Context: an optimization exercise on an open-source flow, tuned for small area, a short achievable clock period and few clock cycles. The choices shown serve that exercise and are no tape-out recipe.
RTL that was checked went through simulation tests only; none was proved equivalent to the original.
For run 6, only the layout was checked, not whether the RTL still works.
No activity file was given, so power comes from the tool's default toggle rates.

--- flow/flow/run.sh ---
#!/bin/bash
# The standard layout (standard.sh runs ORFS from the standard synthesis to the
# final layout), with the smallest buffer, sky130_fd_sc_hd__buf_1, on each port.
export BUFFER_PORTS_ARGS="-buffer_cell sky130_fd_sc_hd__buf_1"
bash standard.sh > standard.log 2>&1
--- flow/standard.sh ---
#!/bin/bash
# synth_recipe.tcl (not shown) runs the flow's synth.tcl, then flattens the netlist and writes it again
# the make line also repeats each setting of config.mk as NAME=value (left out here)
make -C /OpenROAD-flow-scripts/flow DESIGN_CONFIG=/design/flow/config.mk WORK_HOME=/design/flow/orfs CLKGATE_MAP_FILE= SYNTH_SCRIPT=/design/flow/synth_recipe.tcl "${@:-finish}"
--- flow/config.mk ---
export PLATFORM = sky130hd
export DESIGN_NAME = jkbus_io
export DESIGN_NICKNAME = jkbus_io
export VERILOG_FILES = /design/flow/design.v
export SDC_FILE = /design/flow/constraint.sdc
export NUM_CORES = 4
export LEC_CHECK = 0
export CAP_MARGIN = 20
export CORE_MARGIN = 2
export CORE_UTILIZATION = 60
export CTS_BUF_LIST = sky130_fd_sc_hd__clkbuf_8
export PLACE_DENSITY = 0.75
export SETUP_SLACK_MARGIN = 3.5
export SLEW_MARGIN = 20
--- flow/constraint.sdc ---
create_clock -name core_clock -period 8.0 [get_ports {clk}]
set_input_delay 1.6000 -clock core_clock [delete_from_list [all_inputs] [get_ports {clk}]]
set_output_delay 1.6000 -clock core_clock [all_outputs]
set_load 0.01 [all_outputs]
--- flow/design.v ---
module jk_uart #(
    parameter integer P    = 248,    
    parameter integer BUSY = 0,      
    parameter integer SW   = 5       
) (
    input  wire          clk,
    input  wire          clr,         
    input  wire          wr,          
    input  wire          fall,        
    input  wire          level,       
    input  wire          stp,         
    input  wire          ev,          
    input  wire [SW-1:0] s,           
    output wire          act,         
    output wire [8:0]    n_out,
    output wire [8:0]    gn,          
    output wire          ginf,        
    output reg           pb_valid,
    output wire [7:0]    pb_data
);
    localparam integer ARMN = P + P / 2 + 1;
    localparam integer NW   = $clog2(ARMN + 1);
    reg  [3:0]    br;      
    reg  [NW-1:0] n;       
    reg  [7:0]    acc;     
    reg           pend;    
    reg  [NW-1:0] pr;      
    wire last = br == 4'd1;
    wire qd   = BUSY == 2 && pend;
    assign act     = br != 4'd0;
    assign n_out   = n;
    assign gn      = last ? pr : P;
    assign ginf    = last && !qd;
    assign pb_data = acc;
    always @(posedge clk) begin
        pb_valid <= 1'b0;
        if (clr) begin
            br   <= 4'd0;
            pend <= 1'b0;
        end else if (wr) begin
            if (fall) begin
                if (br == 4'd0 || (last && BUSY == 1)) begin
                    br <= 4'd9;
                    n  <= ARMN[NW-1:0];
                end else if (last && BUSY == 2 && !pend) begin
                    pend <= 1'b1;
                    pr   <= ARMN[NW-1:0] - n;
                end
            end
        end else if (stp && act) begin
            if (!ev) begin
                n <= n - s;
            end else if (!last) begin
                acc <= {level, acc[7:1]};
                br  <= br - 1'b1;
                n   <= P[NW-1:0];
            end else begin
                pb_valid <= 1'b1;
                if (qd) begin
                    pend <= 1'b0;
                    br   <= 4'd9;
                    n    <= pr;
                end else begin
                    br <= 4'd0;
                end
            end
        end
    end
endmodule
module jk_kbd #(
    parameter integer T_START     = 36,
    parameter integer T_ZERO      = 10,
    parameter integer T_ONE       = 22,
    parameter integer T_BYTEPAUSE = 50,
    parameter integer T_WORDPAUSE = 120,
    parameter integer SW          = 5
) (
    input  wire          clk,
    input  wire          clr,
    input  wire [17:0]   keylatch,    
    input  wire          setkey,      
    input  wire [17:0]   setkey_code,
    input  wire          stp,
    input  wire          ev,
    input  wire [SW-1:0] s,
    output wire          act,
    output wire [8:0]    n_out,
    output wire [8:0]    gn,          
    output wire          ginf,        
    output reg           stb_valid
);
    localparam [2:0] IDLE       = 3'd0,
                     START_WAIT = 3'd1,
                     BIT_WAIT   = 3'd2,
                     BYTE_PAUSE = 3'd3,
                     WORD_PAUSE = 3'd4;
    reg  [2:0]  phase;
    reg  [17:0] code;
    reg         widx;
    reg  [2:0]  bidx;
    reg  [6:0]  n;
    reg  [17:0] pend;
    wire [7:0]  word       = widx ? code[7:0] : code[15:8];
    wire [2:0]  nbidx      = bidx + 1'b1;
    wire        bit0       = word[7];
    wire        nbit       = word[3'd7 - nbidx];
    wire        poll_pend  = pend[17:16] != 2'd0;
    wire        poll_latch = keylatch[17:16] != 2'd0;
    wire        poll       = poll_pend || poll_latch;
    wire [17:0] poll_code  = poll_pend ? pend : keylatch;
    wire        idle       = phase == IDLE;
    wire        byte2      = code[17:16] == 2'd2 && !widx;
    reg  [6:0]  n_ev;
    always @* begin
        case (phase)
            START_WAIT: n_ev = bit0 ? T_ONE : T_ZERO;
            BIT_WAIT:   n_ev = bidx != 3'd7 ? (nbit ? T_ONE : T_ZERO)
                             : byte2 ? T_BYTEPAUSE : T_WORDPAUSE;
            default:    n_ev = T_START;
        endcase
    end
    assign act   = !idle || poll;
    assign n_out = {2'b00, n};    
    assign gn    = {2'b00, n_ev};
    assign ginf  = (idle || phase == WORD_PAUSE) && !poll;
    always @(posedge clk) begin
        stb_valid <= 1'b0;
        if (clr) begin
            phase <= IDLE;
            n     <= 7'd1;
            pend  <= 18'd0;
        end else if (setkey) begin
            if (!idle && setkey_code[17:16] != 2'd0 && setkey_code != code && !poll_pend)
                pend <= setkey_code;
        end else if (stp && act) begin
            if (!ev) begin
                n <= n - s;
            end else begin
                n <= n_ev;
                case (phase)
                    START_WAIT: begin
                        stb_valid <= 1'b1;
                        phase     <= BIT_WAIT;
                        bidx      <= 3'd0;
                    end
                    BIT_WAIT: begin
                        stb_valid <= 1'b1;
                        bidx      <= nbidx;
                        if (bidx == 3'd7)
                            phase <= byte2 ? BYTE_PAUSE : WORD_PAUSE;
                    end
                    BYTE_PAUSE: begin
                        widx  <= 1'b1;
                        bidx  <= 3'd0;
                        phase <= START_WAIT;
                    end
                    default: begin    
                        if (poll) begin
                            code  <= poll_code;
                            widx  <= 1'b0;
                            bidx  <= 3'd0;
                            phase <= START_WAIT;
                            if (poll_pend)
                                pend <= 18'd0;
                        end else begin
                            phase <= IDLE;
                            n     <= 7'd1;
                        end
                    end
                endcase
            end
        end
    end
endmodule
module jkbus_io (
    input  wire         clk,
    input  wire         rst,           
    input  wire         cmd_valid,
    output wire         cmd_ready,
    input  wire [31:0]  cmd,
    input  wire [7:0]   ext_rdata,     
    output reg          rsp_valid,     
    output wire [7:0]   rsp_data,
    output reg          ext_valid,     
    output wire         ext_we,
    output wire [1:0]   ext_dev,
    output wire [15:0]  ext_port,
    output wire [7:0]   ext_data,
    output reg          xtick_valid,   
    output wire [27:0]  xtick_count,
    output reg          reset_ev,      
    output wire [3:0]   pb_valid,      
    output wire [31:0]  pb_data,
    output wire [127:0] pb_time,
    output wire         stb_valid,     
    output wire [31:0]  stb_time
);
    localparam [7:0] PORT_IDLE = 8'hFF;
    reg  [31:0] c;
    reg  [7:0]  cx;        
    reg         cv;        
    reg         st;        
    reg  [7:0]  cr0;
    reg         cr1_7, cr2_0, cr2_2;
    reg  [3:0]  cr3_52;    
    reg  [7:0]  inlatch;
    reg  [17:0] keylatch;
    reg  [31:0] tnow;
    wire [15:0] addr = c[23:8];
    wire [7:0]  dat  = c[7:0];
    wire [1:0]  k_len = c[25:24];
    wire [7:0]  k_w0  = c[15:8];
    wire [7:0]  k_w1  = c[7:0];
    wire is_ioread   = c[31:24] == 8'h20 && c[7:0] == 8'h00;
    wire is_iowrite  = c[31:24] == 8'h30;
    wire is_setkey   = c[31:26] == 6'b100000 && c[23:16] == 8'h00 && k_len != 2'd3
                       && !(k_len == 2'd0 && (k_w0 != 8'd0 || k_w1 != 8'd0))
                       && !(k_len == 2'd1 && k_w1 != 8'd0);
    wire is_setinput = c[31:8] == 24'h900000;
    wire is_reset    = c == 32'hF0000000;
    wire m0 = addr[7:0] == 8'h04;
    wire m1 = addr[7:3] == 5'b11100;
    wire m2 = !addr[2];
    wire m3 = addr == 16'h0085;
    wire m4 = addr[7:1] == 7'b0100011;
    wire m6 = addr[15:8] == 8'h12 && addr[3:0] == 4'hD;
    wire m7 = addr[3:0] == 4'h5;
    wire w0 = m0;
    wire w1 = m1;
    wire w2 = !m1 && m2;
    wire w3 = m3;
    wire w4 = m4;
    wire w6 = m6;
    wire r6 = m6;
    wire r7 = !m1 && m7;
    wire rx = m1 || m2 || m4;       
    wire wx = rx;
    wire do_wr  = cv && is_iowrite;
    wire do_rd  = cv && is_ioread;
    wire do_rst = cv && is_reset;
    wire clr    = rst || do_rst;
    wire wr0  = do_wr && w0;
    wire wr1  = do_wr && w3;
    wire wr2  = do_wr && w4;
    localparam integer SW   = 5;
    localparam [SW-1:0] SMAX = {SW{1'b1}};
    reg           rb;                  
    reg           rdy;                 
    wire [27:0]   rem = c[27:0];
    wire [SW-1:0] rlo = rem[SW-1:0];
    wire [27-SW:0] rhi = rem[27:SW];
    wire [4:0]  act, ginf;
    wire [8:0]  n0, n1, n2, n3, n4;
    wire [8:0]  g0, g1, g2, g3, g4;
    wire [8:0]  nn [0:4];
    wire [8:0]  gg [0:4];
    assign nn[0] = n0; assign nn[1] = n1; assign nn[2] = n2; assign nn[3] = n3; assign nn[4] = n4;
    assign gg[0] = g0; assign gg[1] = g1; assign gg[2] = g2; assign gg[3] = g3; assign gg[4] = g4;
    function lt_f;
        input [SW-1:0] a, b;
        integer k;
        reg r;
        begin
            r = 1'b0;
            for (k = 0; k < SW; k = k + 1)
                r = (!a[k] && b[k]) || (!(a[k] && !b[k]) && r);
            lt_f = r;
        end
    endfunction
    function eq_f;
        input [SW-1:0] a, b;
        integer k;
        reg r;
        begin
            r = 1'b1;
            for (k = 0; k < SW; k = k + 1)
                r = r && !(a[k] && !b[k]) && !(!a[k] && b[k]);
            eq_f = r;
        end
    endfunction
    reg  [4:0]    nlo, hit, ev, eqr, hz;
    reg  [SW-1:0] s;
    reg  [9:0]    h;
    integer i, j;
    always @* begin
        for (i = 0; i < 5; i = i + 1) begin
            nlo[i] = nn[i][8:SW] == 0;
            hit[i] = act[i] && nlo[i] && (rb || !lt_f(rlo, nn[i][SW-1:0]));
            eqr[i] = nlo[i] && eq_f(rlo, nn[i][SW-1:0]);
            h      = {1'b0, nn[i]} + {1'b0, gg[i]};
            hz[i]  = ginf[i] || h[9:SW] != 0 || lt_f(rlo, h[SW-1:0]);
        end
        for (i = 0; i < 5; i = i + 1) begin
            ev[i] = hit[i];
            for (j = 0; j < 5; j = j + 1)
                if (j != i && act[j] && nlo[j] && lt_f(nn[j][SW-1:0], nn[i][SW-1:0])) ev[i] = 1'b0;
        end
        s = hit == 5'd0 ? (rb ? SMAX : rlo) : {SW{1'b0}};
        for (i = 0; i < 5; i = i + 1)
            if (ev[i]) s = s | nn[i][SW-1:0];
    end
    wire          any_hit = hit != 5'd0;
    wire [4:0]    evs     = st ? ev : 5'd0;
    wire [SW:0]    lo_d   = {1'b0, rlo} - {1'b0, s};
    wire           bor    = lo_d[SW];
    wire [27-SW:0] rhi_m1 = rhi - 1'b1;
    wire [27:0]    rem_n  = {bor ? rhi_m1 : rhi, lo_d[SW-1:0]};
    wire           rhi_ge2 = rhi[27-SW:1] != 0;
    wire           rhi_eq1 = rhi == 1;
    wire           rb_n   = rhi_ge2 || (rhi_eq1 && !bor);
    wire           fin    = !rb && (!any_hit || (ev & eqr) != 5'd0);
    wire [SW:0]    t_lo   = {1'b0, tnow[SW-1:0]} + {1'b0, s};
    wire [31-SW:0] thi    = tnow[31:SW];
    wire [31-SW:0] thi_p1 = thi + 1'b1;
    wire [31:0]    tnow_n = {t_lo[SW] ? thi_p1 : thi, t_lo[SW-1:0]};
    wire free_next = !rb && (hit & ~ev) == 5'd0 && (ev & ~hz) == 5'd0;
    assign cmd_ready = rdy;
    wire accept = cmd_valid && rdy;
    always @(posedge clk) begin
        rsp_valid   <= 1'b0;
        ext_valid   <= 1'b0;
        xtick_valid <= 1'b0;
        reset_ev    <= 1'b0;
        if (accept) begin
            c  <= cmd;
            cx <= ext_rdata;
            rb <= cmd[27:SW] != 0;
        end else if (st && !fin) begin
            c[27:0] <= rem_n;
            rb      <= rb_n;
        end
        if (rst) begin
            cv       <= 1'b0;
            st       <= 1'b0;
            rdy      <= 1'b1;
            cr0      <= 8'hFF;
            cr1_7    <= 1'b1;
            cr2_0    <= 1'b1;
            cr2_2    <= 1'b1;
            cr3_52   <= 4'd0;
            inlatch  <= 8'h00;
            keylatch <= 18'd0;
            tnow     <= 32'd0;
        end else begin
            cv <= accept && cmd[31:28] != 4'h4;
            if (accept)
                st <= cmd[31:28] == 4'h4 && cmd[27:0] != 28'd0;
            else if (st && fin)
                st <= 1'b0;
            if (accept)
                rdy <= 1'b0;
            else if (st)
                rdy <= fin || free_next;
            else
                rdy <= 1'b1;
            if (accept && cmd[31:28] == 4'h4)
                xtick_valid <= 1'b1;
            if (st)
                tnow <= tnow_n;
            if (do_wr) begin
                if (w0) cr0 <= dat;
                if (w3) cr1_7 <= dat[7];
                if (w4) begin cr2_0 <= dat[0]; cr2_2 <= dat[2]; end
                if (w6) cr3_52 <= dat[5:2];
                if (wx) ext_valid <= 1'b1;
            end
            if (do_rd) begin
                rsp_valid <= 1'b1;
                if (rx) ext_valid <= 1'b1;
            end
            if (cv && is_setkey)
                keylatch <= {k_len, k_w0, k_w1};
            if (cv && is_setinput)
                inlatch <= dat;
            if (do_rst) begin
                cr0      <= 8'hFF;
                cr1_7    <= 1'b1;
                cr2_0    <= 1'b1;
                cr2_2    <= 1'b1;
                cr3_52   <= 4'd0;
                reset_ev <= 1'b1;
            end
        end
    end
    assign xtick_count = c[27:0];
    assign rsp_data    = rx ? cx : m0 ? cr0 : r6 ? {2'b00, cr3_52, 2'b00} : r7 ? inlatch : PORT_IDLE;
    assign ext_we      = c[28];
    assign ext_port    = addr;
    assign ext_data    = c[28] ? dat : cx;
    assign ext_dev     = m1 ? 2'd1 : m2 ? 2'd0 : 2'd2;
    assign pb_time     = {tnow, tnow, tnow, tnow};
    assign stb_time    = tnow;
    jk_uart #(.P(248), .BUSY(0), .SW(SW)) u_uart0 (
        .clk(clk), .clr(clr), .wr(wr0), .fall(cr0[1] && !dat[1]), .level(cr0[1]),
        .stp(st), .ev(evs[0]), .s(s), .act(act[0]), .n_out(n0), .gn(g0), .ginf(ginf[0]),
        .pb_valid(pb_valid[0]), .pb_data(pb_data[7:0]));
    jk_uart #(.P(337), .BUSY(2), .SW(SW)) u_uart1 (
        .clk(clk), .clr(clr), .wr(wr1), .fall(cr1_7 && !dat[7]), .level(cr1_7),
        .stp(st), .ev(evs[1]), .s(s), .act(act[1]), .n_out(n1), .gn(g1), .ginf(ginf[1]),
        .pb_valid(pb_valid[1]), .pb_data(pb_data[15:8]));
    jk_uart #(.P(29), .BUSY(1), .SW(SW)) u_uart2 (
        .clk(clk), .clr(clr), .wr(wr2), .fall(cr2_0 && !dat[0]), .level(cr2_0),
        .stp(st), .ev(evs[2]), .s(s), .act(act[2]), .n_out(n2), .gn(g2), .ginf(ginf[2]),
        .pb_valid(pb_valid[2]), .pb_data(pb_data[23:16]));
    jk_uart #(.P(13), .BUSY(2), .SW(SW)) u_uart3 (
        .clk(clk), .clr(clr), .wr(wr2), .fall(cr2_2 && !dat[2]), .level(cr2_2),
        .stp(st), .ev(evs[3]), .s(s), .act(act[3]), .n_out(n3), .gn(g3), .ginf(ginf[3]),
        .pb_valid(pb_valid[3]), .pb_data(pb_data[31:24]));
    jk_kbd #(.T_START(36), .T_ZERO(10), .T_ONE(22), .T_BYTEPAUSE(50), .T_WORDPAUSE(120), .SW(SW)) u_kbd (
        .clk(clk), .clr(clr), .keylatch(keylatch),
        .setkey(cv && is_setkey), .setkey_code({k_len, k_w0, k_w1}),
        .stp(st), .ev(evs[4]), .s(s), .act(act[4]), .n_out(n4), .gn(g4), .ginf(ginf[4]),
        .stb_valid(stb_valid));
endmodule
==> summary.txt, run 1 <==
Final Max Slew Viols: 0
Tcrit/Tclk final: 56.9%
reg-to-reg startpoint: c[0]
WHS Endpoint: u_uart2.acc[3]
Top FF cell, synth: edfxtp_1
Leak Pwr: 0.00787 uW
DR vias: 16282
WP data required: 8.51 ns
setup_tns: 0 ns
top post-synthesis cells by area: edfxtp_1 23%, dfxtp_1 15%, buf_4 7.4%
Worst Reg-to-Reg Cells: 20
Synth async-reset ratio: 0%
FF-to-FF setup slack: 3.44 ns
pin count of the biggest net entering global routing: 67
TritonCTS clock tree: done
share of layout cells above drive strength 1: 15.5%
FILL cells: 2329
Starting Density: 60.8%
RSZ-0062 raised after global routing: true
Synth Instances: 1983
FF-to-FF End: tnow[30]
top-count cell post-synth: nor2_1
Vias/cell: 6.18
P&R area growth vs syn: 14.0%
Starting DRT DRC Count: 1881
syn_nets: 2115
GR Overflow Total: 0
Synthesis Warnings: 6
Worst path most repeated cell: ha_4
design area: 0.0205 sq mm
max_cap viols: 0
CP max FO: 4
Syn Area/Cell: 9.06 sq um
vias in the first global route: 15076
peak supply drop: 147 uV
DIE AREA: 0.0314 sq mm
Die Y: 177 um
# H-tree levels: 2
worst slew pin tran: 1.09 ns
routability cong.: 0.990
Hold/Removal Path Class: reg2reg
hold_sp: u_uart2.acc[4]
post-route clock skew: 0.0364 ns
synthesized area: 0.0180 sq mm
FP Rows: 63
area of the core: 0.0296 sq mm
synth unique cells: 89
final hold viol count: 0
placed standard-cell area: 0.0181 sq mm
Setup crit start kind: flip-flop
min cycle time layout: 4.56 ns
CP Class: reg2reg
Die Wd: 177 um
Critical Path End Type: flip-flop
pwr/cell area: 158 mW/mm^2
CTS max path bufs: 3
post-synth top area share: 23.1%
worst path cell trace: inv_4, ha_4, inv_2, maj3_2, a2111oi_4, a211o_1, buf_6, a211oi_2, and4_4, and2_4, or3_4, ha_4, a21o_1, a21oi_2, nor2b_1, o21a_2, o2111ai_4, or2_4, or3_1, a21oi_1
Final Setup Violations: 0
Slew headroom: 27.0%
sequential fraction of the synthesis area: 37.6%
Post-synth EDFFs: 138
clock slew at reported path FFs: 0.06 ns
first-pass GRT wire length: 84200 um
Final Core Density: 69.3%
wirelength, routed: 56000 um
diodes inserted: 0
post-synth top area cell: edfxtp_1
GRT Util Overall: 34.4%
initial antenna violation count: 0
fmax: 220 MHz
CTS sink count: 269
Nets: 2336
CTS root buffer: clkbuf_8
Ports: 308
Commonest cells post-synth: 186 x nor2_1, 178 x buf_4, 167 x nand2_1
Skew-Pair Late Insertion Delay: 0.59 ns
port bufs: 307
DR WL/cell: 21.3 um
Num CTS Buffers: 47
# DRC: 0
Seq cells post-synth: 269
CP peak stage delay: 0.48 ns
DP HPWL: 37300 um
WHS Path Cells: 0
outcome: no timing/DRC/antenna violations
WP data arrival: 5.06 ns
Pre-Repair DR Iteration Count: 6
Slowest-stage cell, CP: edfxtp_1
Routed Antenna Nets: 0
-- layout make-up --
type	instances	area (sq um)	area share [%]
timing repair buffer	444	2280	11.1
sequential	269	6780	33.1
multi-input combinational	1375	9740	47.5
clock buffer	55	757	3.69
tap	390	488	2.38
clock inverter	33	180	0.879
inverter	67	270	1.32
-- per-stage QoR --
step / hold slack [ns] / cells / total power, uW / setup WS, ns
floorplan: 0.422 / 1983 / 1850 / 3.50
global placement: 0.426 / 2425 / 1930 / 2.25
detailed placement: 0.430 / 2426 / 1940 / 2.12
CTS: 0.443 / 2598 / 3210 / 3.48
global route: 0.453 / 2633 / 3330 / 3.26
finish: 0.442 / 2633 / 3240 / 3.44
-- report_power, final --
part	internal [uW]	switching (uW)	total, uW	leakage [uW]
Clock	663	595	1260	0.000558
Combinational	155	266	422	0.00506
Sequential	1480	74.5	1560	0.00225
-- cells by family after synthesis --
kind of cell               after synthesis  synth area share (%)
AOI/OAI and AO/OA                      388                  14.0
xor gates and xnor gates               114                  5.56
adders and majority gates              111                  7.84
buffers and inverters                  340                  11.0
DFF                                    269                  37.6
muxes                                   74                  4.58
and+or+nand+nor                        687                  19.3
-- repair_timing --
action,CTS,global route
pin swaps,19,40
setup endpoints to repair,113,68
hold buffers,0,0
gates resized for setup,54,74
gates cloned,1,0
setup buffers,83,35
-- worst max-delay path: cells and delay by family (launching register included) --
| kind | cells | cell delay, ns |
|---|---|---|
| fa+ha+maj | 3 | 0.71 |
| simple gates | 6 | 1.64 |
| buf+inv | 3 | 0.29 |
| compound gates | 8 | 1.33 |
| flops | 1 | 0.48 |
-- layer usage --
layer | vias up | track usage, % | wire length (um)
li1 | 7362 | - | -
met2 | 942 | 54.5 | 25500
met1 | 7783 | 46.5 | 22600
met4 | 0 | 15.2 | 2480
met5 | - | 0 | 0
met3 | 195 | 5.73 | 5460
-- registers in the layout, summed over array words and instances, names as in the netlist, 8 cells and up --
register,count
u_uart1.acc,8
u_uart1.n,9
inlatch,8
u_uart0.n,9
u_kbd.pend,18
tnow,32
u_kbd.code,18
c,32
keylatch,18
cr0,8
u_uart1.pr,9
cx,8
u_uart0.acc,8
u_uart2.acc,8
u_uart3.acc,8
-- layout by cell type, fill, tap and decap left out, drive strengths merged, types with 10 or more instances in the layout --
| cell | n |
|---|---|
| nor3 | 47 |
| nand3 | 40 |
| o31ai | 13 |
| o21ai | 98 |
| clkinv | 14 |
| a21o | 22 |
| clkbuf | 56 |
| and3 | 17 |
| or3 | 19 |
| ha | 79 |
| mux2i | 44 |
| o211ai | 27 |
| nand2b | 55 |
| xnor2 | 48 |
| nand2 | 168 |
| xor2 | 66 |
| o22ai | 10 |
| fa | 10 |
| nand4 | 14 |
| inv | 82 |
| maj3 | 22 |
| and2 | 21 |
| nor2 | 188 |
| nor2b | 37 |
| edfxtp | 138 |
| a211oi | 15 |
| mux2 | 26 |
| a21oi | 99 |
| dfxtp | 131 |
| buf | 443 |
| nor4 | 35 |
| a22o | 17 |
-- worst max path at each step --
stage / startpoint / endpoint / slack [ns] / depth (start not counted)
after global routing: c[0] / tnow[29] / 3.26 / 21
after global placement: c[2] / c[10] / 2.25 / 16
final: c[0] / tnow[30] / 3.44 / 20
after floorplan: c[0] / tnow[26] / 3.50 / 21
after CTS: u_uart0.br[1] / u_uart1.n[8] / 3.48 / 20
after detailed placement: c[2] / c[8] / 2.12 / 16
Testbench counts, summed over its fixed seeds: cycles 317,289.
==> run 2, diff against run 1 <==
--- a/flow/config.mk
+++ b/flow/config.mk
@@ -7,8 +7,9 @@
 export LEC_CHECK = 0
 export CAP_MARGIN = 20
 export CORE_MARGIN = 2
-export CORE_UTILIZATION = 60
+export CORE_UTILIZATION = 35
 export CTS_BUF_LIST = sky130_fd_sc_hd__clkbuf_8
-export PLACE_DENSITY = 0.75
+export PLACE_DENSITY = 0.6
 export SETUP_SLACK_MARGIN = 3.5
 export SLEW_MARGIN = 20
+export TNS_END_PERCENT = 10
==> run 2 against run 1 <==
Clock skew is 0.032 ns higher. Register-to-register slack better by 0.14 ns. Critical path type is now reg2out. Sequential power hardly changed. Sequential share of layout area is 0.96 points lower. Total power up 4.6%. Final cell count grew 12%. Clock power is 9% higher. Critical endpoint is now rsp_data[1]. Clock-buffer cell count is 5 higher. Synthesized cell count is the same.
==> summary.txt, run 2 <==
outcome: no timing/DRC/antenna violations
CP Class: reg2out
CP endpoint: rsp_data[1]
# H-tree levels: 2
# DRC: 0
clock slew at reported path FFs: 0.06 ns
Routed Antenna Nets: 0
sequential fraction of the synthesis area: 37.6%
most common cell after layout, fill and taps aside: buf_1
pwr/cell area: 160 mW/mm^2
top-count cell post-synth: nor2_1
FP Rows: 83
final hold viol count: 0
Die Wd: 231 um
Slowest-stage cell, CP: or4_1
Skew-Pair Late Insertion Delay: 0.66 ns
first-pass GRT wire length: 88000 um
vias in the first global route: 14915
initial antenna violation count: 0
TritonCTS clock tree: done
peak supply drop: 129 uV
min cycle time layout: 4.46 ns
post-route clock skew: 0.0687 ns
Pre-Repair DR Iteration Count: 7
Levels on crit path: 6
Worst Reg-to-Reg Cells: 20
post-cts hold buffer count: 0
CP Launch Point: c[12]
Starting Density: 35.2%
main combinational cell family by area after synthesis: simple AND/OR/NAND/NOR gates
worst path cell trace: or2_4, or4_1, nand2_4, nand2_1, o21ai_0, buf_1
diodes inserted: 0
GRT Util Overall: 21.1%
wirelength, routed: 59000 um
Hold/Removal Path Class: reg2reg
GR Overflow Total: 0
placed insts: 2720
DP HPWL: 40200 um
multiplexer share of the synthesized area: 4.58%
DIE AREA: 0.0532 sq mm
Top Registers: c: 32 flops, tnow: 32 flops
RSZ-0062 raised after global routing: true
Tcrit/Tclk final: 55.7%
FF-to-FF End: tnow[26]
Setup crit start kind: flip-flop
WP data arrival: 2.86 ns
CP peak stage delay: 0.65 ns
share of layout cells above drive strength 1: 16.6%
CP bufs+invs: 1
post-synthesis xor/xnor area fraction: 5.56%
reg-to-reg startpoint: c[2]
max_cap viols: 0
Final Setup Violations: 0
Final Max Slew Viols: 0
CTS sink count: 269
hold slack: 0.448 ns
post-synth top area share: 23.1%
FF-to-FF setup slack: 3.58 ns
hold_sp: u_uart3.acc[5]
CP max FO: 17
pin count of the biggest net entering global routing: 67
port bufs: 307
Starting DRT DRC Count: 1675
Synth Area in Compound Gates: 14.0%
Synth Area in Simple Gates: 19.3%
fmax: 224 MHz
CTS root buffer: clkbuf_8
Nets: 2359
Slew headroom: 30.6%
synthesized area: 0.0180 sq mm
Top FF cell, synth: edfxtp_1
Critical Path End Type: output pin
Synthesis Warnings: 6
P&R area growth vs syn: 17.5%
Final Core Density: 41.4%
DR vias: 15987
CP top delay family: simple AND/OR/NAND/NOR gates
Die Y: 231 um
Ports: 308
WP data required: 6.40 ns
Num CTS Buffers: 50
Final Non-Filler Cells: 2949
Syn Area/Cell: 9.06 sq um
area of the core: 0.0510 sq mm
worst slew pin tran: 1.04 ns
Leak Pwr: 0.00799 uW
Commonest cells post-synth: 186 x nor2_1, 178 x buf_4, 167 x nand2_1
routability cong.: 0.996
DR WL/cell: 20.0 um
syn_nets: 2115
commonest cells after routing, fill and taps aside: 306 x buf_1, 181 x nor2_1, 160 x nand2_1
Seq cells post-synth: 269
Post-synth EDFFs: 138
setup_tns: 0 ns
CTS max path bufs: 3
Synth Instances: 1983
Synth async-reset ratio: 0%
Synth Area in Adders: 7.84%
post-synth top area cell: edfxtp_1
Vias/cell: 5.42
synth unique cells: 89
top post-synthesis cells by area: edfxtp_1 23%, dfxtp_1 15%, buf_4 7.4%
==> run 2: changes by cell type in the layout (fill, tap and decap cells not counted), moves of 3 or more <==
cell        previous run  this run
buf_4                122       138
buf_6                 10        15
clkbuf_8              55        60
clkinv_1               4         8
clkinvlp_4             3         8
dfxtp_2                7         3
inv_1                 76        70
nor2_2                 2         5
o21ai_0               85        88
o21ai_1               11         8
==> run 2: metal layers <==
metal / up-vias / GRT usage, % / wire [um]
li1: 7419 / - / -
met1: 7692 / 28.6 / 25200
met2: 735 / 32.3 / 26700
met3: 141 / 5.15 / 5100
met4: 0 / 8.51 / 1910
met5: - / 0.368 / 0
==> run 2: what timing repair did <==
action / CTS / global route
gates resized for setup: 51 / 86
pin swaps: 9 / 40
gates cloned: 1 / 0
setup endpoints to repair: 106 / 71
endpoints found under the hold margin: 0 / 0
buffers inserted: 68 / 66
==> run 2: worst min-delay path by stage <==
stage / end / slack (ns) / cells after the start
floorplan: u_uart2.acc[7] / 0.42 / 0
global placement: u_uart1.acc[3] / 0.43 / 0
detailed placement: u_uart3.acc[6] / 0.44 / 0
CTS: u_uart3.acc[4] / 0.45 / 0
global route: u_uart3.acc[4] / 0.46 / 0
finish: u_uart3.acc[4] / 0.45 / 0
==> run 2: metrics by stage <==
step / setup WS (ns) / total power [uW] / instance area, sq um
3_3_place_gp: 1.96 / 1960 / 18500
4_1_cts: 3.41 / 3380 / 20300
6_report: 3.54 / 3390 / 21100
2_1_floorplan: 3.46 / 1850 / 18000
3_5_place_dp: 1.82 / 1960 / 18500
5_1_grt: 3.37 / 3520 / 21100
==> run 2: logic make-up (layout without fill, tap and decap cells) <==
logic type | after synthesis | in the layout
AOI/OAI and AO/OA | 388 | 389
adders and majority gates | 111 | 111
muxes | 74 | 74
and+or+nand+nor | 687 | 687
buffers and inverters | 340 | 625
DFF | 269 | 269
xor gates and xnor gates | 114 | 114
==> run 2: area by class of cell <==
class | instances | area (sq um)
Inverter | 67 | 289
Clock inverter | 34 | 216
Clock buffer | 60 | 826
Timing Repair Buffer | 464 | 2430
Tap cell | 680 | 851
Fill cell | 5008 | 29900
Multi-Input combinational cell | 1375 | 9710
Sequential cell | 269 | 6790
==> run 2: report_power, final <==
part           total [uW]  switching (uW)  leakage, uW  internal [uW]
Sequential           1540            55.9      0.00225           1480
Combinational         474             303      0.00514            171
Clock                1370             624     0.000599            751
Total                3390             982      0.00799           2400
==> run 3, diff against run 2 <==
--- a/flow/config.mk
+++ b/flow/config.mk
@@ -10,6 +10,6 @@
 export CORE_UTILIZATION = 35
 export CTS_BUF_LIST = sky130_fd_sc_hd__clkbuf_8
 export PLACE_DENSITY = 0.6
-export SETUP_SLACK_MARGIN = 3.5
+export SETUP_SLACK_MARGIN = 4.0
 export SLEW_MARGIN = 20
 export TNS_END_PERCENT = 10
==> run 3 against run 2 <==
Highest routed layer unchanged. Sequential power about the same. Critical path depth up 15. Non-clock buffer count grew 23. Largest power group unchanged. Synthesized cell count unchanged. Total power up 1.7%.
==> summary.txt, run 3 <==
DR WL/cell: 20.0 um
Setup crit start kind: flip-flop
Slew headroom: 34.4%
setup_tns: 0 ns
wirelength, routed: 59400 um
design area: 0.0215 sq mm
CP max FO: 4
CTS sink count: 269
post-synth top area cell: edfxtp_1
outcome: no timing/DRC/antenna violations
CTS max path bufs: 3
Skew-Pair Late Insertion Delay: 0.66 ns
top-count cell post-synth: nor2_1
FF/Latch Area: 0.00679 sq mm
FF-to-FF End: u_uart3.n[4]
FF-to-FF setup slack: 3.65 ns
Post-synth EDFFs: 138
Ports: 308
Die Wd: 231 um
multi-input logic area: 0.00986 sq mm
peak supply drop: 114 uV
pin count of the biggest net entering global routing: 67
Seq cells post-synth: 269
CTS root buffer: clkbuf_8
diodes inserted: 0
initial antenna violation count: 0
pwr/cell area: 160 mW/mm^2
Slowest-stage cell, CP: fa_1
share of layout cells above drive strength 1: 19.0%
synth unique cells: 89
synthesized area: 0.0180 sq mm
sequential fraction of the synthesis area: 37.6%
area of the core: 0.0510 sq mm
CP endpoint: u_uart3.n[4]
final hold viol count: 0
Commonest cells post-synth: 186 x nor2_1, 178 x buf_4, 167 x nand2_1
vias in the first global route: 15381
worst slew pin tran: 0.983 ns
DP HPWL: 40300 um
Die Y: 231 um
P&R area growth vs syn: 19.5%
Leak Pwr: 0.00815 uW
port bufs: 307
CP Launch Point: u_uart0.n[0]
Synthesis Warnings: 6
CP peak stage delay: 0.40 ns
GRT Util Overall: 21.6%
FILL cells: 5015
Top Registers: c: 32 flops, tnow: 32 flops
Syn Area/Cell: 9.06 sq um
Vias/cell: 5.44
Synth Instances: 1983
WP data required: 8.46 ns
fmax: 230 MHz
FP Rows: 83
Starting DRT DRC Count: 1523
CP Class: reg2reg
most common cell after layout, fill and taps aside: buf_1
clock slew at reported path FFs: 0.06 ns
max_cap viols: 0
RSZ-0062 raised after global routing: true
post-cts hold buffer count: 0
Worst Reg-to-Reg Cells: 21
reg-to-reg startpoint: u_uart0.n[0]
WP data arrival: 4.81 ns
commonest cells after routing, fill and taps aside: 306 x buf_1, 181 x nor2_1, 165 x buf_4
Hold/Removal Path Class: reg2reg
Critical Path End Type: flip-flop
TritonCTS clock tree: done
Final Max Slew Viols: 0
Final Setup Violations: 0
Synth async-reset ratio: 0%
syn_nets: 2115
top post-synthesis cells by area: edfxtp_1 23%, dfxtp_1 15%, buf_4 7.4%
min cycle time layout: 4.35 ns
# H-tree levels: 2
GR Overflow Total: 0
DIE AREA: 0.0532 sq mm
Starting Density: 35.2%
DR vias: 16161
Top FF cell, synth: edfxtp_1
Nets: 2381
first-pass GRT wire length: 89400 um
Tcrit/Tclk final: 54.3%
post-synth top area share: 23.1%
Routed Antenna Nets: 0
worst path cell trace: buf_4, ha_4, nor2_1, o21ai_1, a22o_1, a221o_1, buf_4, nor3_4, a22oi_1, o21ai_1, a221oi_4, nand2_2, buf_12, ha_1, inv_1, fa_1, a21o_1, a21oi_1, xnor2_1, or3_1, o211ai_1
# DRC: 0
placed standard-cell area: 0.0185 sq mm
routability cong.: 0.946
Pre-Repair DR Iteration Count: 7
Num CTS Buffers: 48
post-route clock skew: 0.0448 ns
## run 3: cell counts after synthesis
No cell type changed its count.
## run 3: routing by layer
metal / up-vias / part of all wire (%) / global-route usage [%]
met4: 0 / 3.3 / 8.55
met3: 138 / 7.8 / 4.24
met2: 690 / 47 / 34.9
met1: 7874 / 42 / 28.3
li1: 7459 / - / -
met5: - / 0 / 0
## run 3: cell type report
class / count / share of cell area [%]
clock buffers: 59 / 3.78
clock inverters: 31 / 1.22
inverters: 67 / 1.36
multi-input cells: 1376 / 45.9
flip-flops and latches: 269 / 31.6
well taps: 680 / 3.96
repair buffers: 487 / 12.2
## run 3: worst max-delay path, delay by kind of cell, from the launching register on
family                     cells  cell delay (ns)
buffers and inverters          4             0.53
xor gates and xnor gates       1             0.12
and+or+nand+nor                4             0.86
adders and majority gates      3             0.69
AOI/OAI and AO/OA              9             1.58
DFF                            1             0.39
## run 3: power breakdown
| part | internal (uW) | switching, uW | leakage, uW |
|---|---|---|---|
| sequential | 1480 | 50.1 | 0.00225 |
| combinational | 180 | 307 | 0.00531 |
| clock | 805 | 623 | 0.000595 |
| total | 2460 | 979 | 0.00815 |
## run 3: logic make-up (layout without fill, tap and decap cells)
group | after synthesis | after routing | share of synthesized area, %
AND/OR/NAND/NOR | 687 | 688 | 19.3
AO/OA/AOI/OAI | 388 | 389 | 14.0
buffers and inverters | 340 | 644 | 11.0
flip-flops | 269 | 269 | 37.6
XOR/XNOR | 114 | 114 | 5.56
adder cells (fa/ha/maj) | 111 | 111 | 7.84
multiplexers | 74 | 74 | 4.58
## run 3: what timing repair did
| item | in CTS | in global routing |
|---|---|---|
| setup buffers | 134 | 24 |
| setup endpoints to repair | 150 | 108 |
| hold endpoints to repair | 0 | 0 |
| cloned | 2 | 0 |
| gates resized for setup | 101 | 61 |
| pin swaps | 48 | 43 |
## run 3: worst min-delay path by stage
| stage | endpoint | cells past startpoint | slack [ns] | start |
|---|---|---|---|---|
| 5_1_grt | u_uart2.acc[0] | 0 | 0.46 | u_uart2.acc[1] |
| 3_5_place_dp | u_uart1.acc[1] | 0 | 0.44 | u_uart1.acc[2] |
| 3_3_place_gp | u_uart1.acc[1] | 0 | 0.43 | u_uart1.acc[2] |
| 2_1_floorplan | u_uart2.acc[7] | 0 | 0.42 | cr2_0 |
| 4_1_cts | u_uart1.acc[1] | 0 | 0.45 | u_uart1.acc[2] |
| 6_report | u_uart1.acc[1] | 0 | 0.45 | u_uart1.acc[2] |
## run 3: stage by stage
step	hold WS (ns)	worst slack, ns	util [%]	std cells	total power, uW
floorplan	0.422	3.70	-	1983	1850
global placement	0.430	2.65	36.3	2719	1950
detailed placement	0.439	2.48	36.3	2719	1960
CTS	0.452	3.72	41.2	2945	3460
global route	0.457	3.46	42.1	2969	3570
finish	0.447	3.65	42.1	2969	3440
==> run 4, diff against run 3 <==
--- a/flow/config.mk
+++ b/flow/config.mk
@@ -10,6 +10,6 @@
 export CORE_UTILIZATION = 35
 export CTS_BUF_LIST = sky130_fd_sc_hd__clkbuf_8
 export PLACE_DENSITY = 0.6
-export SETUP_SLACK_MARGIN = 4.0
+export SETUP_SLACK_MARGIN = 3.7
 export SLEW_MARGIN = 20
-export TNS_END_PERCENT = 10
+export TNS_END_PERCENT = 3
==> run 4 against run 3 <==
Critical endpoint is now tnow[30]. Total power is 5.3% lower. Largest cell class unchanged. Fmax is 1.2% lower. Highest routed layer unchanged. Combinational power is 1% lower.
==> summary.txt, run 4 <==
final hold viol count: 0
synth unique cells: 89
first-pass GRT wire length: 88700 um
Seq cells post-synth: 269
most common cell after layout, fill and taps aside: buf_1
top-count cell post-synth: nor2_1
Hold/Removal Path Class: reg2reg
Final Setup Violations: 0
Die Y: 231 um
Starting Density: 35.2%
Post-synth EDFFs: 138
wirelength, routed: 58500 um
commonest cells after routing, fill and taps aside: 306 x buf_1, 181 x nor2_1, 161 x nand2_1
DIE AREA: 0.0532 sq mm
diodes inserted: 0
P&R area growth vs syn: 17.1%
reg-to-reg startpoint: u_uart1.n[1]
Nets: 2355
area of the core: 0.0510 sq mm
Syn Area/Cell: 9.06 sq um
outcome: no timing/DRC/antenna violations
synthesized area: 0.0180 sq mm
port bufs: 307
post-synth top area cell: edfxtp_1
Skew-Pair Late Insertion Delay: 0.65 ns
WHS Endpoint: u_uart1.acc[2]
worst slew pin tran: 1.04 ns
post-synth top area share: 23.1%
Vias/cell: 5.48
FF-to-FF End: tnow[30]
share of layout cells above drive strength 1: 17.0%
CTS root buffer: clkbuf_8
Routed Antenna Nets: 0
FF-to-FF setup slack: 3.60 ns
Leak Pwr: 0.00794 uW
hold_sp: u_uart1.acc[3]
max_cap viols: 0
min cycle time layout: 4.40 ns
DR vias: 16125
WP data arrival: 4.97 ns
peak supply drop: 119 uV
met2 Use GR: 33.8%
CTS sink count: 269
TritonCTS clock tree: done
syn_nets: 2115
DP HPWL: 39600 um
met3 Track Usage GR: 3.66%
Starting DRT DRC Count: 1483
sequential fraction of the synthesis area: 37.6%
Pre-Repair DR Iteration Count: 6
vias in the first global route: 15319
Setup crit start kind: flip-flop
CP Class: reg2reg
Tcrit/Tclk final: 55.0%
CTS max path bufs: 3
Die Wd: 231 um
busiest metal layer after global routing: met2
setup_tns: 0 ns
Top FF cell, synth: edfxtp_1
initial antenna violation count: 1
Synth Instances: 1983
Synthesis Warnings: 6
DR WL/cell: 19.9 um
Top Registers: c: 32 flops, tnow: 32 flops
clock slew at reported path FFs: 0.06 ns
Commonest cells post-synth: 186 x nor2_1, 178 x buf_4, 167 x nand2_1
WHS Path Cells: 0
top post-synthesis cells by area: edfxtp_1 23%, dfxtp_1 15%, buf_4 7.4%
Worst Reg-to-Reg Cells: 19
fmax: 227 MHz
Critical Path End Type: flip-flop
Synth async-reset ratio: 0%
WP data required: 8.57 ns
Final Max Slew Viols: 0
# DRC: 0
met1 Use GR: 28.7%
Num CTS Buffers: 47
GRT Util Overall: 21.1%
Final Core Density: 41.3%
FP Rows: 83
pwr/cell area: 155 mW/mm^2
Ports: 308
Slew headroom: 30.3%
routability cong.: 0.964
FILL cells: 5005
GR Overflow Total: 0
pin count of the biggest net entering global routing: 67
post-route clock skew: 0.0558 ns
CP max FO: 10
RSZ-0062 raised after global routing: true
# H-tree levels: 2
[run 4: cell count changes in the layout (fill, tap and decap cells not counted), sizes merged]
cell      change
buf          -24
bufinv        -4
clkinvlp      -4
clkinv        +2
nand2         -1
clkbuf        -5
inv           +9
[run 4: timing repair]
| item | 4_1_cts | 5_1_grt |
|---|---|---|
| setup buffers | 98 | 35 |
| hold buffers | 0 | 0 |
| pin swaps | 17 | 52 |
| setup endpoints to repair | 123 | 79 |
| cloned | 1 | 0 |
| resized for setup | 56 | 89 |
[run 4: how the worst max path moves through the flow]
stage                       from            to  slack [ns]  depth (start not counted)
floorplan                   c[0]      tnow[26]        3.65                         20
global placement            c[1]         c[11]        2.41                         16
detailed placement          c[1]         c[13]        2.21                         16
CTS                         c[0]  u_uart1.n[8]        3.57                         20
global route        u_uart0.n[8]  u_uart1.n[7]        3.42                         19
finish              u_uart1.n[1]      tnow[30]        3.60                         19
[run 4: cells by family after synthesis]
family	synth area share, %
buf+inv	11.0
fa+ha+maj	7.84
simple gates	19.3
xor+xnor	5.56
mux	4.58
compound gates	14.0
flops	37.6
[run 4: through the flow]
step | worst slack (ns) | hold slack [ns] | instance area, sq um | std cells | power, uW
after floorplan | 3.65 | 0.422 | 18100 | 1983 | 1850
after global placement | 2.41 | 0.430 | 18500 | 2720 | 1950
after detailed placement | 2.21 | 0.434 | 18500 | 2720 | 1960
after CTS | 3.57 | 0.447 | 20400 | 2907 | 3250
after global routing | 3.42 | 0.463 | 21000 | 2942 | 3390
final | 3.60 | 0.446 | 21000 | 2942 | 3260
[run 4: critical path, cell delays in order (launching register included)]
cell and delay (ns):
edfxtp_1 0.43, buf_4 0.16, buf_6 0.15, maj3_2 0.33
o211ai_1 0.24, nand3_1 0.13, and4_4 0.25, nand2_1 0.08
o21ai_1 0.08, a221o_1 0.33, or3_4 0.46, ha_4 0.27
a21o_1 0.12, a21oi_2 0.08, nor2b_2 0.12, o21a_4 0.18
o2111ai_4 0.19, or2_4 0.33, or3_1 0.31, a21oi_1 0.13
[run 4: layer usage]
| metal | share of wire [%] | routed length (um) | vias to the layer above |
|---|---|---|---|
| met5 | 0 | 0 | - |
| met4 | 3.2 | 1880 | 0 |
| met3 | 8.5 | 4970 | 163 |
| met2 | 46 | 26800 | 779 |
| met1 | 42 | 24800 | 7768 |
| li1 | - | - | 7415 |
[run 4: report_power, final]
part / leakage, uW / switching (uW) / internal [uW]
sequential: 0.00225 / 54.8 / 1480
combinational: 0.00515 / 302 / 178
clock: 0.000542 / 618 / 627
[run 4: layout make-up]
| type | count | area, sq um | area share [%] |
|---|---|---|---|
| multi-input combinational | 1375 | 9810 | 46.6 |
| sequential | 269 | 6780 | 32.2 |
| timing repair buffer | 463 | 2410 | 11.5 |
| tap | 680 | 851 | 4.04 |
| clock buffer | 54 | 743 | 3.53 |
| inverter | 67 | 279 | 1.33 |
| clock inverter | 34 | 173 | 0.821 |
==> run 5, diff against run 4 <==
--- a/flow/config.mk
+++ b/flow/config.mk
@@ -7,9 +7,9 @@
 export LEC_CHECK = 0
 export CAP_MARGIN = 20
 export CORE_MARGIN = 2
-export CORE_UTILIZATION = 35
+export CORE_UTILIZATION = 45
 export CTS_BUF_LIST = sky130_fd_sc_hd__clkbuf_8
-export PLACE_DENSITY = 0.6
+export PLACE_DENSITY = 0.65
 export SETUP_SLACK_MARGIN = 3.7
 export SLEW_MARGIN = 20
 export TNS_END_PERCENT = 3
==> run 5 against run 4 <==
Cell area decreased by 1.4%. Via count shrank 0.34%. Sequential power hardly changed. Synthesized area stayed put.
==> summary.txt, run 5 <==
# DRC: 0
syn_nets: 2115
worst path cell trace: ha_1, inv_1, maj3_1, a2111oi_4, a211o_1, a211oi_2, and4_4, and2_4, nor3_4, ha_1, nor2b_1, o21ai_0, nand2b_1, a21o_1, a21o_1, a21oi_4
sequential fraction of the synthesis area: 37.6%
GR Overflow Total: 0
FF/Latch Area: 0.00678 sq mm
Post-synth EDFFs: 138
first-pass GRT wire length: 85100 um
Synth Area in Compound Gates: 14.0%
synthesized area: 0.0180 sq mm
DIE AREA: 0.0416 sq mm
CP peak stage delay: 0.51 ns
pin count of the biggest net entering global routing: 67
Synth Area in Simple Gates: 19.3%
Commonest cells post-synth: 186 x nor2_1, 178 x buf_4, 167 x nand2_1
clock slew at reported path FFs: 0.06 ns
Seq cells post-synth: 269
outcome: no timing/DRC/antenna violations
# H-tree levels: 2
total power: 3220 uW
Vias/cell: 5.78
Synth Instances: 1983
Setup crit start kind: flip-flop
DR vias: 16070
CTS sink count: 269
min cycle time layout: 4.46 ns
Post-Place Setup Slack: 2.32 ns
setup_tns: 0 ns
port bufs: 307
top post-synthesis cells by area: edfxtp_1 23%, dfxtp_1 15%, buf_4 7.4%
TritonCTS clock tree: done
Slowest-stage cell, CP: edfxtp_1
Starting Density: 45.4%
Setup WS post-layout: 3.54 ns
Synthesis Warnings: 6
Syn Area/Cell: 9.06 sq um
GRT Util Overall: 26.2%
Skew-Pair Late Insertion Delay: 0.60 ns
diodes inserted: 0
Starting DRT DRC Count: 1574
WP data required: 8.24 ns
FP Rows: 73
Pre-Repair DR Iteration Count: 6
Final Non-Filler Cells: 2781
CP Class: reg2reg
post-route clock skew: 0.0215 ns
placed insts: 2564
multi-input logic area: 0.00975 sq mm
RSZ-0062 raised after global routing: true
Leak Pwr: 0.00793 uW
post-synthesis xor/xnor area fraction: 5.56%
Synth Area in Adders: 7.84%
CTS max path bufs: 3
post-synth top area share: 23.1%
Top FF cell, synth: edfxtp_1
WP data arrival: 4.69 ns
Die Wd: 204 um
Final Setup Violations: 0
Top Registers: c: 32 flops, tnow: 32 flops
post-synth top area cell: edfxtp_1
Hold/Removal Path Class: reg2reg
DR WL/cell: 20.3 um
CP max FO: 11
DP HPWL: 38500 um
Routed Antenna Nets: 0
worst slew pin tran: 1.08 ns
Die Y: 204 um
most common cell after layout, fill and taps aside: buf_1
vias in the first global route: 14682
wirelength, routed: 56600 um
top-count cell post-synth: nor2_1
Nets: 2352
routability cong.: 0.972
Tcrit/Tclk final: 55.7%
Ports: 308
max_cap viols: 0
CTS root buffer: clkbuf_8
commonest cells after routing, fill and taps aside: 306 x buf_1, 180 x nor2_1, 160 x nand2_1
peak supply drop: 169 uV
post-cts hold buffer count: 0
pwr/cell area: 155 mW/mm^2
Final Max Slew Viols: 0
main combinational cell family by area after synthesis: simple AND/OR/NAND/NOR gates
FILL cells: 3629
final hold viol count: 0
CP bufs+invs: 1
fmax: 224 MHz
Final Core Density: 52.5%
initial antenna violation count: 0
Slew headroom: 28.0%
synth unique cells: 89
multiplexer share of the synthesized area: 4.58%
CP top delay family: compound AO/OA/AOI/OAI gates
area of the core: 0.0395 sq mm
Synth async-reset ratio: 0%
P&R area growth vs syn: 15.5%
Critical Path End Type: flip-flop
share of layout cells above drive strength 1: 16.0%
Num CTS Buffers: 46
==> run 5: cell counts after synthesis <==
Identical to the previous run, type by type.
==> run 5: worst paths after layout <==
kind	from	depth (start not counted)	slack [ns]	end
worst min register to register	u_uart2.acc[4]	0	0.45	u_uart2.acc[3]
worst max-delay path	u_uart2.n[0]	16	3.54	c[27]
worst max register to register	u_uart2.n[0]	16	3.54	c[27]
worst min-delay path	u_uart2.acc[4]	0	0.45	u_uart2.acc[3]
==> run 5: worst reg2reg max path, delay by kind of cell, from the launching register on <==
family / cells / cell delay, ns
buf+inv: 1 / 0.04
fa+ha+maj: 3 / 0.87
compound gates: 7 / 1.72
flops: 1 / 0.51
simple gates: 5 / 0.93
==> run 5: power breakdown <==
part	total (uW)	internal [uW]	switching [uW]	leakage [uW]
clock network	1220	646	569	0.000537
logic	464	177	287	0.00514
registers	1540	1480	63.5	0.00225
==> run 5: cell families (layout without fill, tap and decap cells) <==
| logic type | after synthesis | count (layout) |
|---|---|---|
| AND/OR/NAND/NOR | 687 | 687 |
| adder cells (fa/ha/maj) | 111 | 111 |
| buffers and inverters | 340 | 612 |
| XOR/XNOR | 114 | 114 |
| AO/OA/AOI/OAI | 388 | 389 |
| multiplexers | 74 | 74 |
| flip-flops | 269 | 269 |
==> run 5: repair_timing <==
action	in CTS	in global routing
buffers inserted	70	61
cloned	1	0
pin swaps	7	39
endpoints found under the setup margin	138	82
resized for setup	27	102
==> run 5: stage by stage <==
stage	area (sq um)	hold slack (ns)
floorplan	18100	0.422
global placement	18300	0.431
detailed placement	18300	0.435
CTS	19900	0.451
global route	20800	0.457
finish	20800	0.448
==> run 5: final cells by class <==
cell class              count  share of cell area [%]
inverters                  67                    1.34
flip-flops and latches    269                    32.7
multi-input cells        1375                    47.0
well taps                 525                    3.16
clock inverters            33                   0.868
repair buffers            461                    11.6
clock buffers              51                    3.38
==> run 5: metal layers <==
metal	GRT usage, %	routed length [um]	up-vias
li1	-	-	7399
met1	36.6	24300	7771
met2	41.1	26000	759
met3	4.03	4400	141
met4	9.28	1870	0
met5	0	0	-
==> run 6, diff against run 5 <==
--- a/flow/design.v
+++ b/flow/design.v
@@ -242,7 +242,7 @@
     wire wr0  = do_wr && w0;
     wire wr1  = do_wr && w3;
     wire wr2  = do_wr && w4;
-    localparam integer SW   = 5;
+    localparam integer SW   = 4;
     localparam [SW-1:0] SMAX = {SW{1'b1}};
     reg           rb;                  
     reg           rdy;                 
--- a/flow/config.mk
+++ b/flow/config.mk
@@ -7,9 +7,9 @@
 export LEC_CHECK = 0
 export CAP_MARGIN = 20
 export CORE_MARGIN = 2
-export CORE_UTILIZATION = 45
+export CORE_UTILIZATION = 35
 export CTS_BUF_LIST = sky130_fd_sc_hd__clkbuf_8
-export PLACE_DENSITY = 0.65
-export SETUP_SLACK_MARGIN = 3.7
+export PLACE_DENSITY = 0.6
+export SETUP_SLACK_MARGIN = 3.5
 export SLEW_MARGIN = 20
-export TNS_END_PERCENT = 3
+export TNS_END_PERCENT = 10
==> run 6 against run 5 <==
Sequential share of layout area grew 1.0 points. Clock skew up 0.037 ns. Critical endpoint is now rsp_data[4]. Clock-buffer cell count increased by 7. Die area rose by 26%. First-iteration DRC count is 10% lower. Still clean on timing, DRC and antenna.
==> summary.txt, run 6 <==
post-synth top area share: 23.5%
top-count cell post-synth: buf_4
CP endpoint: rsp_data[4]
Top Registers: c: 32 flops, tnow: 32 flops
Starting Density: 35.3%
post-synthesis xor/xnor area fraction: 5.31%
Slowest-stage cell, CP: or4b_1
Synth Area in Simple Gates: 20.1%
Critical Path End Type: output pin
area of the core: 0.0500 sq mm
CP peak stage delay: 0.63 ns
DP HPWL: 39300 um
Synth Instances: 1948
Synth Area in Compound Gates: 14.0%
vias in the first global route: 14684
Routed Antenna Nets: 0
Nets: 2274
Commonest cells post-synth: 179 x buf_4, 175 x nor2_1, 170 x nand2_1
Final Max Slew Viols: 0
Worst Reg-to-Reg Cells: 17
multiplexer share of the synthesized area: 3.36%
CTS root buffer: clkbuf_8
DR vias: 15333
DIE AREA: 0.0522 sq mm
# H-tree levels: 2
outcome: no timing/DRC/antenna violations
Post-Place Setup Slack: 2.02 ns
synth unique cells: 102
CTS max path bufs: 3
main combinational cell family by area after synthesis: simple AND/OR/NAND/NOR gates
pin count of the biggest net entering global routing: 67
wirelength, routed: 57100 um
sequential fraction of the synthesis area: 38.3%
CP Class: reg2out
Tcrit/Tclk final: 57.6%
Syn Area/Cell: 9.06 sq um
FP Rows: 82
FF-to-FF setup slack: 3.40 ns
Setup WS post-layout: 3.39 ns
peak supply drop: 119 uV
Die Wd: 229 um
CTS sink count: 269
Synthesis Warnings: 6
Starting DRT DRC Count: 1416
Ports: 308
Final Setup Violations: 0
post-synth top area cell: edfxtp_1
Post-synth EDFFs: 138
syn_nets: 2075
diodes inserted: 0
commonest cells after routing, fill and taps aside: 306 x buf_1, 170 x nand2_1, 167 x nor2_1
share of layout cells above drive strength 1: 13.7%
P&R area growth vs syn: 13.9%
port bufs: 307
min cycle time layout: 4.61 ns
Leak Pwr: 0.00740 uW
max_cap viols: 0
GR Overflow Total: 0
worst path cell trace: or4b_1, nor3_4, nor2_1, buf_6, mux2_2, buf_1
top post-synthesis cells by area: edfxtp_1 23%, dfxtp_1 15%, buf_4 7.6%
Hold/Removal Path Class: reg2reg
Skew-Pair Late Insertion Delay: 0.67 ns
WP data arrival: 3.01 ns
CP Launch Point: c[12]
WP data required: 6.40 ns
CP max FO: 9
Vias/cell: 5.36
routability cong.: 0.919
first-pass GRT wire length: 86900 um
GRT Util Overall: 21.2%
reg-to-reg startpoint: u_uart1.n[6]
fmax: 217 MHz
# DRC: 0
Die Y: 229 um
clock slew at reported path FFs: 0.06 ns
Top FF cell, synth: edfxtp_1
final hold viol count: 0
worst slew pin tran: 1.13 ns
setup_tns: 0 ns
initial antenna violation count: 0
Synth async-reset ratio: 0%
Synth Area in Adders: 6.95%
post-route clock skew: 0.0589 ns
Slew headroom: 24.4%
WHS Path Cells: 0
Num CTS Buffers: 50
Pre-Repair DR Iteration Count: 5
DR WL/cell: 20.0 um
Setup crit start kind: flip-flop
RSZ-0062 raised after global routing: true
Seq cells post-synth: 269
FF-to-FF End: u_uart1.n[7]
most common cell after layout, fill and taps aside: buf_1
TritonCTS clock tree: done
pwr/cell area: 161 mW/mm^2
synthesized area: 0.0177 sq mm
run 6: cell types whose count changed after synthesis, sizes merged, moves of 11 or more:
cell and delta:
o21ai +22, inv +19, mux2 -18, a22o -15
a21oi -13, clkbuf +12, maj3 -12, nor2 -12
and2 -11, buf -11
run 6: per-stage QoR:
step / power, uW / instances / area [sq um] / hold slack [ns] / utilization (%)
floorplan: 1820 / 1948 / 17700 / 0.431 / -
global placement: 1910 / 2675 / 18100 / 0.431 / 36.2
detailed placement: 1920 / 2676 / 18100 / 0.437 / 36.2
CTS: 3270 / 2840 / 19800 / 0.447 / 39.7
global route: 3380 / 2858 / 20100 / 0.463 / 40.2
finish: 3240 / 2858 / 20100 / 0.447 / 40.2
run 6: critical path, delay by kind of cell, from the launching register on:
family / cells / cell delay, ns
multiplexers: 1 / 0.26
flip-flops: 1 / 0.56
buffers and inverters: 2 / 0.33
AND/OR/NAND/NOR: 3 / 1.18
run 6: power breakdown:
group | internal (uW) | total [uW] | switching [uW]
combinational | 140 | 383 | 243
clock | 668 | 1310 | 639
sequential | 1480 | 1550 | 67.8
total | 2290 | 3240 | 949
run 6: per-layer routing:
layer / up-vias / part of all wire (%) / global-route usage (%)
met3: 117 / 6.8 / 3.38
met1: 7447 / 44 / 28.7
met5: - / 0 / 0
met4: 0 / 3.0 / 7.82
li1: 7148 / - / -
met2: 621 / 47 / 34.1
run 6: layout make-up:
class | instances | area, sq um
Fill cell | 4989 | 29900
Timing Repair Buffer | 421 | 2070
Clock inverter | 33 | 166
Inverter | 85 | 328
Multi-Input combinational cell | 1320 | 9120
Clock buffer | 58 | 798
Sequential cell | 269 | 6770
Tap cell | 672 | 841
run 6: worst min-delay path by stage:
| stage | start | endpoint |
|---|---|---|
| after floorplan | cr2_0 | u_uart2.acc[7] |
| after global placement | u_uart3.acc[6] | u_uart3.acc[5] |
| after detailed placement | u_uart3.acc[7] | u_uart3.acc[6] |
| after CTS | u_uart3.acc[1] | u_uart3.acc[0] |
| after global routing | u_uart1.acc[7] | u_uart1.acc[6] |
| final | u_uart3.acc[1] | u_uart3.acc[0] |
run 6: kinds of logic after synthesis:
family,after synthesis
flops,269
buf+inv,359
xor+xnor,107
simple gates,692
mux,52
fa+ha+maj,94
compound gates,375
run 6: timing repair:
| item | 4_1_cts | 5_1_grt |
|---|---|---|
| resized for setup | 42 | 30 |
| setup buffers | 73 | 18 |
| endpoints found under the setup margin | 124 | 107 |
| hold buffers | 0 | 0 |
| pin swaps | 16 | 12 |
==> run 7, diff against run 6 <==
--- a/flow/design.v
+++ b/flow/design.v
@@ -242,7 +242,7 @@
     wire wr0  = do_wr && w0;
     wire wr1  = do_wr && w3;
     wire wr2  = do_wr && w4;
-    localparam integer SW   = 4;
+    localparam integer SW   = 5;
     localparam [SW-1:0] SMAX = {SW{1'b1}};
     reg           rb;                  
     reg           rdy;                 
--- a/flow/config.mk
+++ b/flow/config.mk
@@ -5,11 +5,11 @@
 export SDC_FILE = /design/flow/constraint.sdc
 export NUM_CORES = 4
 export LEC_CHECK = 0
-export CAP_MARGIN = 20
+export CAP_MARGIN = 0
 export CORE_MARGIN = 2
 export CORE_UTILIZATION = 35
 export CTS_BUF_LIST = sky130_fd_sc_hd__clkbuf_8
 export PLACE_DENSITY = 0.6
 export SETUP_SLACK_MARGIN = 3.5
-export SLEW_MARGIN = 20
+export SLEW_MARGIN = 0
 export TNS_END_PERCENT = 10
==> run 7 against run 6 <==
Still clean on timing, DRC and antenna. Flip-flop and latch count is the same. Clock skew grew 0.016 ns. Critical path depth grew 11. Highest routed layer unchanged.
==> summary.txt, run 7 <==
outcome: no timing/DRC/antenna violations
Setup crit start kind: flip-flop
TritonCTS clock tree: done
CP Class: reg2reg
top post-synthesis cells by area: edfxtp_1 23%, dfxtp_1 15%, buf_4 7.4%
total net switching power: 979 uW
initial antenna violation count: 0
wirelength, routed: 58900 um
Synthesis Warnings: 6
area of the core: 0.0510 sq mm
Flop pwr share: 45.8%
share of layout cells above drive strength 1: 16.1%
routability cong.: 0.996
commonest cells after routing, fill and taps aside: 306 x buf_1, 182 x nor2_1, 161 x nand2_1
peak supply drop: 130 uV
Nets: 2369
pin count of the biggest net entering global routing: 67
max_cap viols: 0
DR WL/cell: 19.9 um
FP Rows: 83
pwr/cell area: 159 mW/mm^2
sequential fraction of the synthesis area: 37.6%
Starting DRT DRC Count: 1755
Comb pwr share: 14.4%
FF/Latch Area: 0.00678 sq mm
GRT Util Overall: 21.2%
Die Wd: 231 um
P&R area growth vs syn: 17.4%
port bufs: 307
Internal: 2380 uW
setup_tns: 0 ns
Critical Path End Type: flip-flop
Synth Instances: 1983
# DRC: 0
post-synth top area cell: edfxtp_1
first-pass GRT wire length: 88400 um
Skew-Pair Late Insertion Delay: 0.66 ns
CTS max path bufs: 3
diodes inserted: 0
syn_nets: 2115
Top FF cell, synth: edfxtp_1
hold slack: 0.445 ns
final hold viol count: 0
most common cell after layout, fill and taps aside: buf_1
CTS sink count: 269
RSZ-0062 raised after global routing: true
CTS root buffer: clkbuf_8
# H-tree levels: 2
Pre-Repair DR Iteration Count: 9
Hold/Removal Path Class: reg2reg
Die Y: 231 um
Final Setup Violations: 0
Tcrit/Tclk final: 56.0%
Slew headroom: 11.0%
WP data arrival: 4.85 ns
multi-input logic area: 0.00963 sq mm
Commonest cells post-synth: 186 x nor2_1, 178 x buf_4, 167 x nand2_1
fmax: 223 MHz
Routed Antenna Nets: 0
Post-synth EDFFs: 138
post-synth top area share: 23.1%
Vias/cell: 5.43
synthesized area: 0.0180 sq mm
synth unique cells: 89
Syn Area/Cell: 9.06 sq um
worst slew pin tran: 1.32 ns
Starting Density: 35.2%
FILL cells: 5016
Ports: 308
DIE AREA: 0.0532 sq mm
Seq cells post-synth: 269
DP HPWL: 40300 um
Top Registers: c: 32 flops, tnow: 32 flops
clock power share: 39.8%
top-count cell post-synth: nor2_1
Leak Pwr: 0.00804 uW
clock slew at reported path FFs: 0.06 ns
min cycle time layout: 4.48 ns
vias in the first global route: 14977
WP data required: 8.37 ns
CP max FO: 6
Num CTS Buffers: 50
Switching Share: 29.1%
Synth async-reset ratio: 0%
GR Overflow Total: 0
post-route clock skew: 0.0747 ns
Final Max Slew Viols: 0
DR vias: 16068
run 7: metal layers:
| layer | global-route usage (%) | vias to the layer above | part of all wire (%) |
|---|---|---|---|
| li1 | - | 7436 | - |
| met1 | 29.3 | 7776 | 44 |
| met2 | 33.5 | 722 | 46 |
| met3 | 3.48 | 134 | 7.3 |
| met4 | 6.94 | 0 | 3.1 |
| met5 | 0 | - | 0 |
run 7: final timing paths:
| path | from | end | slack, ns | depth (start not counted) |
|---|---|---|---|---|
| max | u_uart1.n[0] | u_uart1.n[7] | 3.52 | 17 |
| min | u_uart3.acc[2] | u_uart3.acc[1] | 0.45 | 0 |
| min reg2reg | u_uart3.acc[2] | u_uart3.acc[1] | 0.45 | 0 |
| max reg2reg | u_uart1.n[0] | u_uart1.n[7] | 3.52 | 17 |
run 7: cell families (layout without fill, tap and decap cells):
family	Yosys count	in the layout	synth area share, %
and+or+nand+nor	687	687	19.3
muxes	74	74	4.58
DFF	269	269	37.6
buffers and inverters	340	634	11.0
adders and majority gates	111	111	7.84
AOI/OAI and AO/OA	388	389	14.0
xor gates and xnor gates	114	114	5.56
run 7: critical path: stages, from the launching register on:
cell,delay (ns)
edfxtp_1,0.47
buf_4,0.18
buf_4,0.13
buf_4,0.15
nand2b_1,0.15
o21ai_1,0.15
a21boi_0,0.16
nor4_1,0.36
nor3_1,0.11
a21oi_1,0.16
nand4_1,0.39
inv_1,0.53
ha_1,0.36
a21o_1,0.22
or3_4,0.36
xnor2_1,0.13
a21oi_1,0.13
o21ai_1,0.08
run 7: power by group through the flow:
stage,registers [uW],clock network [uW],logic [uW]
5_1_grt,1540,1440,514
2_1_floorplan,1540,0,306
6_report,1540,1340,483
4_1_cts,1550,1380,418
3_5_place_dp,1590,0,371
3_3_place_gp,1590,0,371
run 7: layout make-up:
type / count / share of cell area, %
Timing Repair Buffer: 474 / 12.0
Inverter: 67 / 1.36
Sequential cell: 269 / 32.1
Tap cell: 680 / 4.03
Multi-Input combinational cell: 1375 / 45.6
Clock buffer: 60 / 3.91
Clock inverter: 33 / 0.896
run 7: through the flow:
step	utilization (%)	cells	power [uW]	cell area (sq um)	setup slack, ns
after detailed placement	36.3	2720	1960	18500	1.78
final	41.4	2958	3360	21100	3.52
after floorplan	-	1983	1850	18000	3.46
after global placement	36.3	2720	1960	18500	1.96
after global routing	41.4	2958	3500	21100	3.36
after CTS	39.8	2889	3350	20300	3.40
run 7: what timing repair did:
action,4_1_cts,5_1_grt
pin swaps,10,48
gates resized for setup,47,70
buffers inserted,75,69
setup endpoints to repair,106,74
gates cloned,1,0
hold buffers,0,0
Testbench counts of run 7, summed over its fixed seeds: cycles 317,289.

port drivers added, routing unchanged:
The results above use ideal ports. As a check the final layouts listed here were re-extracted and re-timed, cells and wires unchanged. Step 1 assumes that a clkbuf_16 drives the clock port and a buf_2 every other input. Step 2 times the ports against the registers' clock, not the clock port: input delays grow and output delays shrink by t, the midpoint of the rising clock arrivals with the driver on. Slacks: no drivers / after step 1 / after step 2; pairs: no drivers / after step 1.
run	t, ns	setup WS [ns]	worst register clock-pin slew, ns	pins driven straight from the clock port
run 1	0.622	3.445 / 3.445 / 3.445	0.07 / 0.07	1
run 2	0.673	3.541 / 3.492 / 3.578	0.07 / 0.07	1
run 3	0.691	3.653 / 3.653 / 3.653	0.07 / 0.07	1
run 4	0.673	3.598 / 3.550 / 3.484	0.07 / 0.07	1
run 5	0.643	3.545 / 3.502 / 3.545	0.07 / 0.07	1
run 6	0.696	3.391 / 3.341 / 3.402	0.07 / 0.07	1
run 7	0.675	3.523 / 3.523 / 3.523	0.07 / 0.07	1
After both steps every run listed still meets setup and hold. The setup slack of run 4, which loses most, moves by -0.048 ns with the drivers and by -0.114 ns with both steps.
